This is an optimization exercise on Yosys and OpenROAD, whose aim is small area, a short achievable clock period and few clock cycles per item, not a production implementation.
Only simulation tests tie the RTL to the original design; equivalence was not proved.

==> flow/design.v <==
module dds_engine (
  input  wire        clk,
  input  wire        rst,             
  input  wire        req_valid,
  output wire        req_ready,
  input  wire [31:0] req_phase_inc,
  input  wire [31:0] req_off1,
  input  wire [31:0] req_off2,
  input  wire [31:0] req_off3,
  input  wire [15:0] req_amp,         
  input  wire        req_en,
  input  wire [1:0]  req_kind,        
  input  wire [1:0]  req_firp,        
  input  wire [2:0]  req_pm,          
  input  wire [15:0] req_alpha,       
  output wire        out_valid,
  input  wire        out_ready,
  output wire [31:0] out_a,           
  output wire [31:0] out_b            
);
  localparam [1:0] S_IDLE = 2'd0,
                   S_CH   = 2'd1,
                   S_OUT  = 2'd2;
  function [8:0] lut_quarter;
    input [8:0] k;
    begin
      if (k[8])
        lut_quarter = 9'd511;           
      else
      case (k[7:0])
      8'd0: lut_quarter = 9'd0;
      8'd1: lut_quarter = 9'd3;
      8'd2: lut_quarter = 9'd6;
      8'd3: lut_quarter = 9'd9;
      8'd4: lut_quarter = 9'd13;
      8'd5: lut_quarter = 9'd16;
      8'd6: lut_quarter = 9'd19;
      8'd7: lut_quarter = 9'd22;
      8'd8: lut_quarter = 9'd25;
      8'd9: lut_quarter = 9'd28;
      8'd10: lut_quarter = 9'd31;
      8'd11: lut_quarter = 9'd34;
      8'd12: lut_quarter = 9'd38;
      8'd13: lut_quarter = 9'd41;
      8'd14: lut_quarter = 9'd44;
      8'd15: lut_quarter = 9'd47;
      8'd16: lut_quarter = 9'd50;
      8'd17: lut_quarter = 9'd53;
      8'd18: lut_quarter = 9'd56;
      8'd19: lut_quarter = 9'd59;
      8'd20: lut_quarter = 9'd63;
      8'd21: lut_quarter = 9'd66;
      8'd22: lut_quarter = 9'd69;
      8'd23: lut_quarter = 9'd72;
      8'd24: lut_quarter = 9'd75;
      8'd25: lut_quarter = 9'd78;
      8'd26: lut_quarter = 9'd81;
      8'd27: lut_quarter = 9'd84;
      8'd28: lut_quarter = 9'd87;
      8'd29: lut_quarter = 9'd90;
      8'd30: lut_quarter = 9'd94;
      8'd31: lut_quarter = 9'd97;
      8'd32: lut_quarter = 9'd100;
      8'd33: lut_quarter = 9'd103;
      8'd34: lut_quarter = 9'd106;
      8'd35: lut_quarter = 9'd109;
      8'd36: lut_quarter = 9'd112;
      8'd37: lut_quarter = 9'd115;
      8'd38: lut_quarter = 9'd118;
      8'd39: lut_quarter = 9'd121;
      8'd40: lut_quarter = 9'd124;
      8'd41: lut_quarter = 9'd127;
      8'd42: lut_quarter = 9'd130;
      8'd43: lut_quarter = 9'd133;
      8'd44: lut_quarter = 9'd136;
      8'd45: lut_quarter = 9'd139;
      8'd46: lut_quarter = 9'd142;
      8'd47: lut_quarter = 9'd145;
      8'd48: lut_quarter = 9'd148;
      8'd49: lut_quarter = 9'd151;
      8'd50: lut_quarter = 9'd154;
      8'd51: lut_quarter = 9'd157;
      8'd52: lut_quarter = 9'd160;
      8'd53: lut_quarter = 9'd163;
      8'd54: lut_quarter = 9'd166;
      8'd55: lut_quarter = 9'd169;
      8'd56: lut_quarter = 9'd172;
      8'd57: lut_quarter = 9'd175;
      8'd58: lut_quarter = 9'd178;
      8'd59: lut_quarter = 9'd181;
      8'd60: lut_quarter = 9'd184;
      8'd61: lut_quarter = 9'd187;
      8'd62: lut_quarter = 9'd190;
      8'd63: lut_quarter = 9'd193;
      8'd64: lut_quarter = 9'd196;
      8'd65: lut_quarter = 9'd198;
      8'd66: lut_quarter = 9'd201;
      8'd67: lut_quarter = 9'd204;
      8'd68: lut_quarter = 9'd207;
      8'd69: lut_quarter = 9'd210;
      8'd70: lut_quarter = 9'd213;
      8'd71: lut_quarter = 9'd216;
      8'd72: lut_quarter = 9'd218;
      8'd73: lut_quarter = 9'd221;
      8'd74: lut_quarter = 9'd224;
      8'd75: lut_quarter = 9'd227;
      8'd76: lut_quarter = 9'd230;
      8'd77: lut_quarter = 9'd233;
      8'd78: lut_quarter = 9'd235;
      8'd79: lut_quarter = 9'd238;
      8'd80: lut_quarter = 9'd241;
      8'd81: lut_quarter = 9'd244;
      8'd82: lut_quarter = 9'd246;
      8'd83: lut_quarter = 9'd249;
      8'd84: lut_quarter = 9'd252;
      8'd85: lut_quarter = 9'd255;
      8'd86: lut_quarter = 9'd257;
      8'd87: lut_quarter = 9'd260;
      8'd88: lut_quarter = 9'd263;
      8'd89: lut_quarter = 9'd265;
      8'd90: lut_quarter = 9'd268;
      8'd91: lut_quarter = 9'd271;
      8'd92: lut_quarter = 9'd273;
      8'd93: lut_quarter = 9'd276;
      8'd94: lut_quarter = 9'd279;
      8'd95: lut_quarter = 9'd281;
      8'd96: lut_quarter = 9'd284;
      8'd97: lut_quarter = 9'd286;
      8'd98: lut_quarter = 9'd289;
      8'd99: lut_quarter = 9'd292;
      8'd100: lut_quarter = 9'd294;
      8'd101: lut_quarter = 9'd297;
      8'd102: lut_quarter = 9'd299;
      8'd103: lut_quarter = 9'd302;
      8'd104: lut_quarter = 9'd304;
      8'd105: lut_quarter = 9'd307;
      8'd106: lut_quarter = 9'd309;
      8'd107: lut_quarter = 9'd312;
      8'd108: lut_quarter = 9'd314;
      8'd109: lut_quarter = 9'd317;
      8'd110: lut_quarter = 9'd319;
      8'd111: lut_quarter = 9'd322;
      8'd112: lut_quarter = 9'd324;
      8'd113: lut_quarter = 9'd327;
      8'd114: lut_quarter = 9'd329;
      8'd115: lut_quarter = 9'd331;
      8'd116: lut_quarter = 9'd334;
      8'd117: lut_quarter = 9'd336;
      8'd118: lut_quarter = 9'd338;
      8'd119: lut_quarter = 9'd341;
      8'd120: lut_quarter = 9'd343;
      8'd121: lut_quarter = 9'd345;
      8'd122: lut_quarter = 9'd348;
      8'd123: lut_quarter = 9'd350;
      8'd124: lut_quarter = 9'd352;
      8'd125: lut_quarter = 9'd355;
      8'd126: lut_quarter = 9'd357;
      8'd127: lut_quarter = 9'd359;
      8'd128: lut_quarter = 9'd361;
      8'd129: lut_quarter = 9'd364;
      8'd130: lut_quarter = 9'd366;
      8'd131: lut_quarter = 9'd368;
      8'd132: lut_quarter = 9'd370;
      8'd133: lut_quarter = 9'd372;
      8'd134: lut_quarter = 9'd374;
      8'd135: lut_quarter = 9'd377;
      8'd136: lut_quarter = 9'd379;
      8'd137: lut_quarter = 9'd381;
      8'd138: lut_quarter = 9'd383;
      8'd139: lut_quarter = 9'd385;
      8'd140: lut_quarter = 9'd387;
      8'd141: lut_quarter = 9'd389;
      8'd142: lut_quarter = 9'd391;
      8'd143: lut_quarter = 9'd393;
      8'd144: lut_quarter = 9'd395;
      8'd145: lut_quarter = 9'd397;
      8'd146: lut_quarter = 9'd399;
      8'd147: lut_quarter = 9'd401;
      8'd148: lut_quarter = 9'd403;
      8'd149: lut_quarter = 9'd405;
      8'd150: lut_quarter = 9'd407;
      8'd151: lut_quarter = 9'd409;
      8'd152: lut_quarter = 9'd410;
      8'd153: lut_quarter = 9'd412;
      8'd154: lut_quarter = 9'd414;
      8'd155: lut_quarter = 9'd416;
      8'd156: lut_quarter = 9'd418;
      8'd157: lut_quarter = 9'd420;
      8'd158: lut_quarter = 9'd421;
      8'd159: lut_quarter = 9'd423;
      8'd160: lut_quarter = 9'd425;
      8'd161: lut_quarter = 9'd427;
      8'd162: lut_quarter = 9'd428;
      8'd163: lut_quarter = 9'd430;
      8'd164: lut_quarter = 9'd432;
      8'd165: lut_quarter = 9'd433;
      8'd166: lut_quarter = 9'd435;
      8'd167: lut_quarter = 9'd437;
      8'd168: lut_quarter = 9'd438;
      8'd169: lut_quarter = 9'd440;
      8'd170: lut_quarter = 9'd441;
      8'd171: lut_quarter = 9'd443;
      8'd172: lut_quarter = 9'd445;
      8'd173: lut_quarter = 9'd446;
      8'd174: lut_quarter = 9'd448;
      8'd175: lut_quarter = 9'd449;
      8'd176: lut_quarter = 9'd451;
      8'd177: lut_quarter = 9'd452;
      8'd178: lut_quarter = 9'd454;
      8'd179: lut_quarter = 9'd455;
      8'd180: lut_quarter = 9'd456;
      8'd181: lut_quarter = 9'd458;
      8'd182: lut_quarter = 9'd459;
      8'd183: lut_quarter = 9'd461;
      8'd184: lut_quarter = 9'd462;
      8'd185: lut_quarter = 9'd463;
      8'd186: lut_quarter = 9'd465;
      8'd187: lut_quarter = 9'd466;
      8'd188: lut_quarter = 9'd467;
      8'd189: lut_quarter = 9'd468;
      8'd190: lut_quarter = 9'd470;
      8'd191: lut_quarter = 9'd471;
      8'd192: lut_quarter = 9'd472;
      8'd193: lut_quarter = 9'd473;
      8'd194: lut_quarter = 9'd474;
      8'd195: lut_quarter = 9'd476;
      8'd196: lut_quarter = 9'd477;
      8'd197: lut_quarter = 9'd478;
      8'd198: lut_quarter = 9'd479;
      8'd199: lut_quarter = 9'd480;
      8'd200: lut_quarter = 9'd481;
      8'd201: lut_quarter = 9'd482;
      8'd202: lut_quarter = 9'd483;
      8'd203: lut_quarter = 9'd484;
      8'd204: lut_quarter = 9'd485;
      8'd205: lut_quarter = 9'd486;
      8'd206: lut_quarter = 9'd487;
      8'd207: lut_quarter = 9'd488;
      8'd208: lut_quarter = 9'd489;
      8'd209: lut_quarter = 9'd490;
      8'd210: lut_quarter = 9'd491;
      8'd211: lut_quarter = 9'd492;
      8'd212: lut_quarter = 9'd492;
      8'd213: lut_quarter = 9'd493;
      8'd214: lut_quarter = 9'd494;
      8'd215: lut_quarter = 9'd495;
      8'd216: lut_quarter = 9'd496;
      8'd217: lut_quarter = 9'd496;
      8'd218: lut_quarter = 9'd497;
      8'd219: lut_quarter = 9'd498;
      8'd220: lut_quarter = 9'd499;
      8'd221: lut_quarter = 9'd499;
      8'd222: lut_quarter = 9'd500;
      8'd223: lut_quarter = 9'd501;
      8'd224: lut_quarter = 9'd501;
      8'd225: lut_quarter = 9'd502;
      8'd226: lut_quarter = 9'd502;
      8'd227: lut_quarter = 9'd503;
      8'd228: lut_quarter = 9'd503;
      8'd229: lut_quarter = 9'd504;
      8'd230: lut_quarter = 9'd505;
      8'd231: lut_quarter = 9'd505;
      8'd232: lut_quarter = 9'd505;
      8'd233: lut_quarter = 9'd506;
      8'd234: lut_quarter = 9'd506;
      8'd235: lut_quarter = 9'd507;
      8'd236: lut_quarter = 9'd507;
      8'd237: lut_quarter = 9'd508;
      8'd238: lut_quarter = 9'd508;
      8'd239: lut_quarter = 9'd508;
      8'd240: lut_quarter = 9'd509;
      8'd241: lut_quarter = 9'd509;
      8'd242: lut_quarter = 9'd509;
      8'd243: lut_quarter = 9'd509;
      8'd244: lut_quarter = 9'd510;
      8'd245: lut_quarter = 9'd510;
      8'd246: lut_quarter = 9'd510;
      8'd247: lut_quarter = 9'd510;
      8'd248: lut_quarter = 9'd510;
      8'd249: lut_quarter = 9'd511;
      8'd250: lut_quarter = 9'd511;
      8'd251: lut_quarter = 9'd511;
      8'd252: lut_quarter = 9'd511;
      8'd253: lut_quarter = 9'd511;
      8'd254: lut_quarter = 9'd511;
      8'd255: lut_quarter = 9'd511;
      endcase
    end
  endfunction
  function signed [9:0] lut;
    input [9:0] i;
    reg [8:0] m;
    begin
      case (i[9:8])
        2'd0: m = lut_quarter({1'b0, i[7:0]});
        2'd1: m = lut_quarter(9'd256 - {1'b0, i[7:0]});
        2'd2: m = lut_quarter({1'b0, i[7:0]});
        default: m = lut_quarter(9'd256 - {1'b0, i[7:0]});
      endcase
      if (i[9])
        lut = -$signed({1'b0, m});
      else
        lut = $signed({1'b0, m});
    end
  endfunction
  function signed [15:0] fir_coeff;
    input [1:0] p;
    input [2:0] k;
    begin
      fir_coeff = 16'sd0;
      case (p)
        2'd0: case (k)
          3'd0, 3'd7: fir_coeff = 16'sd0;
          3'd1, 3'd6: fir_coeff = 16'sd1024;
          3'd2, 3'd5: fir_coeff = 16'sd2048;
          default:    fir_coeff = 16'sd13312;
        endcase
        2'd1: case (k)
          3'd0, 3'd7: fir_coeff = 16'sd1024;
          3'd1, 3'd6: fir_coeff = 16'sd2048;
          3'd2, 3'd5: fir_coeff = 16'sd4096;
          default:    fir_coeff = 16'sd9216;
        endcase
        2'd2: fir_coeff = 16'sd4096;
        default: fir_coeff = 16'sd0;
      endcase
    end
  endfunction
  reg [1:0]  state;
  reg [1:0]  ch;
  reg [7:0]  tick;
  reg [31:0] phase;             
  reg [31:0] s_inc, s_off1, s_off2, s_off3;
  reg [15:0] s_amp;
  reg        s_en;
  reg [1:0]  s_kind;
  reg [1:0]  s_firp;
  reg [2:0]  s_pm;
  reg [15:0] s_alpha;
  reg [1:0]  act_kind;          
  reg signed [25:0] iir_y    [0:3];
  reg signed [9:0]  fir_hist [0:31];    
  reg [2:0]         fir_ptr  [0:3];
  reg [9:0] cc [0:3];
  reg  [31:0] off;
  always @(*) begin
    case (ch)
      2'd0: off = 32'd0;
      2'd1: off = s_off1;
      2'd2: off = s_off2;
      default: off = s_off3;
    endcase
  end
  wire [31:0] p    = phase + off;
  wire [9:0]  idx  = p[31:22];
  wire [9:0]  frac = p[21:12];
  wire signed [9:0]  s0 = lut(idx);
  wire signed [9:0]  s1 = lut(idx + 10'd1);
  wire signed [10:0] sdiff = s1 - s0;
  wire signed [21:0] dprod = sdiff * $signed({1'b0, frac});
  wire signed [10:0] v = s0 + (dprod >>> 10);                  
  wire signed [27:0] aprod = $signed({1'b0, s_amp}) * v;
  wire signed [27:0] asum  = aprod + 28'sd16384;
  wire signed [10:0] x     = asum >>> 15;                      
  wire signed [25:0] y_old  = iir_y[ch];
  wire signed [17:0] one_m_a = 18'sd65536 - $signed({2'b0, s_alpha});
  wire signed [43:0] iprod  = one_m_a * y_old;
  wire signed [27:0] ax     = $signed({1'b0, s_alpha}) * x;
  wire signed [43:0] yq_w   = (iprod >>> 16) + ax;
  wire signed [25:0] yq     = yq_w[25:0];
  wire signed [26:0] yr     = yq + 27'sd32768;
  wire signed [10:0] y_iir  = yr >>> 16;
  wire [2:0] w = fir_ptr[ch];
  reg signed [31:0] acc;
  reg signed [9:0]  tap;
  reg [2:0]         slot;
  integer k;
  always @(*) begin
    acc = 32'sd0;
    for (k = 0; k < 8; k = k + 1) begin
      slot = w - k[2:0];
      if (slot == w)
        tap = x[9:0];
      else
        tap = fir_hist[{ch, slot}];
      acc = acc + fir_coeff(s_firp, k[2:0]) * tap;
    end
  end
  wire signed [31:0] facc  = acc + 32'sd16384;
  wire signed [10:0] y_fir = facc >>> 15;
  reg signed [10:0] y;
  always @(*) begin
    case (s_kind)
      2'd1:    y = y_iir;
      2'd2:    y = y_fir;
      default: y = x;
    endcase
  end
  wire signed [11:0] ydc = y + 12'sd512;
  reg  [9:0] cc_ch;
  always @(*) begin
    if (!s_en || ({1'b0, ch} >= s_pm))
      cc_ch = 10'd512;
    else if (ydc < 12'sd0)
      cc_ch = 10'd0;
    else if (ydc > 12'sd1023)
      cc_ch = 10'd1023;
    else
      cc_ch = ydc[9:0];
  end
  assign req_ready = (state == S_IDLE);
  assign out_valid = (state == S_OUT);
  assign out_a = {6'b0, cc[1], 6'b0, cc[0]};
  assign out_b = {6'b0, cc[3], 6'b0, cc[2]};
  integer i;
  always @(posedge clk) begin
    if (rst) begin
      state    <= S_IDLE;
      ch       <= 2'd0;
      tick     <= 8'd0;
      phase    <= 32'd0;
      s_inc    <= 32'd0;
      s_off1   <= 32'd0;
      s_off2   <= 32'd0;
      s_off3   <= 32'd0;
      s_amp    <= 16'd0;
      s_en     <= 1'b0;
      s_kind   <= 2'd0;
      s_firp   <= 2'd0;
      s_pm     <= 3'd0;
      s_alpha  <= 16'd0;
      act_kind <= 2'd0;
      for (i = 0; i < 4; i = i + 1) begin
        iir_y[i]   <= 26'sd0;
        fir_ptr[i] <= 3'd0;
        cc[i]      <= 10'd512;
      end
      for (i = 0; i < 32; i = i + 1)
        fir_hist[i] <= 10'sd0;
    end else begin
      case (state)
        S_IDLE: begin
          if (req_valid) begin
            s_inc    <= req_phase_inc;
            s_off1   <= req_off1;
            s_off2   <= req_off2;
            s_off3   <= req_off3;
            s_amp    <= req_amp;
            s_en     <= req_en;
            s_kind   <= req_kind;
            s_firp   <= req_firp;
            s_pm     <= req_pm;
            s_alpha  <= req_alpha;
            act_kind <= req_kind;
            if (req_kind != act_kind) begin
              for (i = 0; i < 4; i = i + 1) begin
                iir_y[i]   <= 26'sd0;
                fir_ptr[i] <= 3'd0;
              end
              for (i = 0; i < 32; i = i + 1)
                fir_hist[i] <= 10'sd0;
            end
            tick  <= 8'd0;
            ch    <= 2'd0;
            state <= S_CH;
          end
        end
        S_CH: begin
          cc[ch] <= cc_ch;
          if (s_en) begin
            if (s_kind == 2'd1)
              iir_y[ch] <= yq;
            if (s_kind == 2'd2) begin
              fir_hist[{ch, w}] <= x[9:0];
              fir_ptr[ch]       <= w + 3'd1;
            end
          end
          ch <= ch + 2'd1;
          if (ch == 2'd3)
            state <= S_OUT;
        end
        S_OUT: begin
          if (out_ready) begin
            if (s_en)
              phase <= phase + s_inc;
            tick <= tick + 8'd1;
            if (tick == 8'd255)
              state <= S_IDLE;
            else
              state <= S_CH;
          end
        end
        default: state <= S_IDLE;
      endcase
    end
  end
endmodule
==> flow/run.sh <==
#!/bin/bash
# synth_recipe.tcl (not shown) runs the flow's synth.tcl, then flattens the netlist and writes it again
# the make line also repeats each setting of config.mk as NAME=value (left out here)
make -C /OpenROAD-flow-scripts/flow DESIGN_CONFIG=/design/flow/config.mk WORK_HOME=/design/flow/orfs CLKGATE_MAP_FILE= SYNTH_SCRIPT=/design/flow/synth_recipe.tcl finish
==> flow/config.mk <==
export PLATFORM = sky130hd
export DESIGN_NAME = dds_engine
export DESIGN_NICKNAME = dds_engine
export VERILOG_FILES = /design/flow/design.v
export SDC_FILE = /design/flow/constraint.sdc
export NUM_CORES = 4
export LEC_CHECK = 0
export CAP_MARGIN = 20
export CORE_MARGIN = 2
export CORE_UTILIZATION = 40
export PLACE_DENSITY = 0.6
export SLEW_MARGIN = 20
export SYNTH_MEMORY_MAX_BITS = 65536
==> flow/constraint.sdc <==
create_clock -name core_clock -period 30.0 [get_ports {clk}]
set_input_delay 6.0000 -clock core_clock [delete_from_list [all_inputs] [get_ports {clk}]]
set_output_delay 6.0000 -clock core_clock [all_outputs]
set_load 0.01 [all_outputs]
==> impl_metrics.tcl <==
set metrics [dict create \
    outcome "complete, no violations" \
    htreeDepth 3 \
    grt_pass1_wl_um 524000 \
    max_stage_delay_ns 0.62 \
    tns_ns 0 \
    cp_slowest_cell "or4_4" \
    syn_avg_cell_area_um2 9.16 \
    drv_slew 0 \
    synth_seq_cells 690 \
    wirelength_um 354000 \
    antenna_found_initial 16 \
    ys_seq_area_share_pct 19.8 \
    numClockSinks 690 \
    final_common_cell "inv_1" \
    min_period_ns 28.61 \
    ys.flop_type "edfxtp_1" \
    via_per_inst 5.82 \
    dp_hpwl_um 270000 \
    endpoint_kind "flop" \
    antenna_left 0 \
    cts_root_buf "clkbuf_16" \
    area_delta_synth_final_pct 10.7 \
    ys_types 120 \
    max_freq_mhz 35.0 \
    nets 12211 \
    grt-ovfl-total 0 \
    synth_area_leaders "fa_1 (23%), edfxtp_1 (15%), ha_1 (9.5%)" \
    seq_area_mm2 0.0186 \
    fin_crit_sh_pct 95.4 \
    tightest_slew_ns 1.21 \
    critical_path_class "flop to flop" \
    syn_area_mm2 0.0939 \
    yosys.area.top_type "fa_1" \
    core_area_mm2 0.233 \
    ff2ff_setup_slack_ns 1.39 \
    skew_ns 0.0706 \
    clk_pin_slew_ns 0.06 \
    relSlewSlack_pct 18.8 \
    drt_drc_violations_left 0 \
    dpl_cell_area_mm2 0.101 \
    grt_use_total_pct 29.4 \
    worstPathMaxFanout 26 \
    hold_violations 0 \
    drtPass1Iterations 8 \
    clockBufferDepth 3 \
    grt_start_max_net_pins 169 \
    whs_ns 0.458 \
    row_count 177 \
    hold-path-endpoint "s_off2[7]" \
    gp_congestion 0.993 \
    cts_buffers 82 \
    cts_tree "done" \
    min_from "s_off2[7]" \
    vias 78410 \
    synthArstFlopShare_pct 0 \
    setup_violations 0 \
    drv_cap 0 \
    fin_area_mm2 0.104 \
    holdPathStages 2 \
    pre_cts_slack_ns 0.134 \
    fin_ws_ns 1.39 \
    wl_per_cell_um 26.3 \
    nFillCells 22580 \
    synth_edf_count 476 \
    cp_common_cell "fa_1" \
    layout-drive-gt1-share_pct 9.56 \
    die_w_um 489 \
    synth_top_area_share_pct 22.6 \
    die_y_um 489 \
    multi_input_area_mm2 0.0681 \
    yosys_warnings 1 \
    rr_startpoint "ch[0]" \
    required_ns 30.50 \
    io_pins 238 \
    first_global_vias 79937 \
    die-area_mm2 0.239 \
    hold_class "flop to flop" \
    start_util_pct 40.3 \
    port_buffers 213 \
    critPathLaunchType "flop" \
    synthCells 10255 \
    clock_latency_ns 0.76 \
    final_cell_mix "inv_1 (1415), nand2_1 (1280), fa_1 (1062), nor2_1 (916), ha_1 (704)" \
    drtIter0Drc 8039 \
    worstPathArrival_ns 29.11 \
    r2r_end "cc[1][0]" \
    r2r_cells 130 \
]
[layer usage]
layer | wire length (um) | GRT usage, %
met5 | 187 | 0.327
met4 | 23200 | 16.2
met3 | 32900 | 5.85
met2 | 158000 | 46.1
met1 | 139000 | 38.1
[critical path: cells and delay by family, from the launching register on]
| family | cells | cell delay (ns) |
|---|---|---|
| xor+xnor | 10 | 1.66 |
| flops | 1 | 0.38 |
| compound gates | 46 | 8.52 |
| simple gates | 17 | 2.58 |
| buf+inv | 26 | 2.58 |
| fa+ha+maj | 31 | 12.53 |
[metrics by stage]
step           utilization, %  cells
6_report                 44.6  13466
3_5_place_dp             43.2  13297
3_3_place_gp             43.2  13297
2_1_floorplan               -  10278
5_1_grt                  44.6  13461
4_1_cts                  44.4  13445
[final cells by class]
class	count	area share (%)
Tap cell	3132	3.77
Clock buffer	106	2.12
Sequential cell	690	17.9
Inverter	1433	5.18
Clock inverter	42	0.563
Timing Repair Buffer	586	4.95
Multi-Input combinational cell	7470	65.5
Antenna cell	7	0.0168
[worst max-delay path by stage]
stage,startpoint,to,slack [ns],cells past startpoint
after floorplan,ch[0],cc[1][3],0.05,142
after global placement,ch[1],cc[0][8],0.23,128
after detailed placement,ch[1],cc[2][8],0.13,130
after CTS,ch[1],cc[3][8],0.09,130
after global routing,ch[0],cc[2][0],-0.12,137
final,ch[0],cc[1][0],1.39,130
[Yosys cell counts, drive strengths merged, types with 12 or more instances]
cell / number
inv: 1424
nand2: 1290
fa: 1062
nor2: 929
ha: 714
clkbuf: 512
a21oi: 482
edfxtp: 476
mux2i: 442
o21ai: 304
mux4: 258
dfxtp: 214
xnor2: 212
nor2b: 201
and2: 194
buf: 173
nand3: 150
nor3: 107
a31oi: 74
and3: 74
xor2: 74
nand2b: 73
o211ai: 63
a21o: 59
a211oi: 53
a22oi: 52
a221oi: 44
o22ai: 34
o2111ai: 33
or2: 33
o21a: 31
o31ai: 31
nor4: 27
or3: 26
o311ai: 24
a2111oi: 21
o221ai: 20
o21bai: 18
nand4: 17
a21boi: 16
mux2: 16
a311oi: 15
a211o: 14
a32oi: 13
o32ai: 12
[sequential cells by signal, summed over array words and instances, names as in the netlist, 3 cells and up, named ones only]
name	count
phase	32
s_alpha	16
tick	8
s_off2	32
fir_hist	320
s_off1	32
s_off3	32
iir_y	104
s_amp	16
s_inc	32
cc	40
fir_ptr	12
s_pm	3
[logic make-up after synthesis]
| logic type | Yosys count | share of synthesized area (%) |
|---|---|---|
| flops | 690 | 19.8 |
| xor+xnor | 288 | 2.76 |
| mux | 716 | 11.1 |
| other cells | 1 | 0.00399 |
| buf+inv | 2118 | 8.71 |
| compound gates | 1517 | 10.6 |
| simple gates | 3148 | 14.9 |
| fa+ha+maj | 1777 | 32.2 |
[timing repair]
item / 4_1_cts / 5_1_grt
setup buffers: 0 / 12
endpoints found under the setup margin: 0 / 44
resized for setup: 0 / 68
hold buffers: 0 / 0
Testbench counts, summed over its fixed seeds: cycles 122,976, items 24,576.

## afterwards: timing with drivers on the ports
No port has a modelled driver above. Below, the same layout with a new extraction and two added sets of constraints.
Step 1 assumes that a clkbuf_16 drives the clock port and a buf_2 every other input.
Step 2, shift: input delay + t, output delay - t, t = (earliest + latest rising clock arrival at the registers) / 2. This alone moves slack from input paths to output paths.
Slacks: ideal / step 1 / step 2; pairs: ideal / step 1.
t, ns: 0.802
slack for setup (ns): 1.391 / 1.391 / 1.391
hold slack, ns: 0.458 / 0.458 / 0.458
worst slew at a driven data input, ns: 0.16
After both steps setup and hold are still met in this run. The setup slack of this run moves by 0.000 ns with the drivers and by 0.000 ns with both steps.
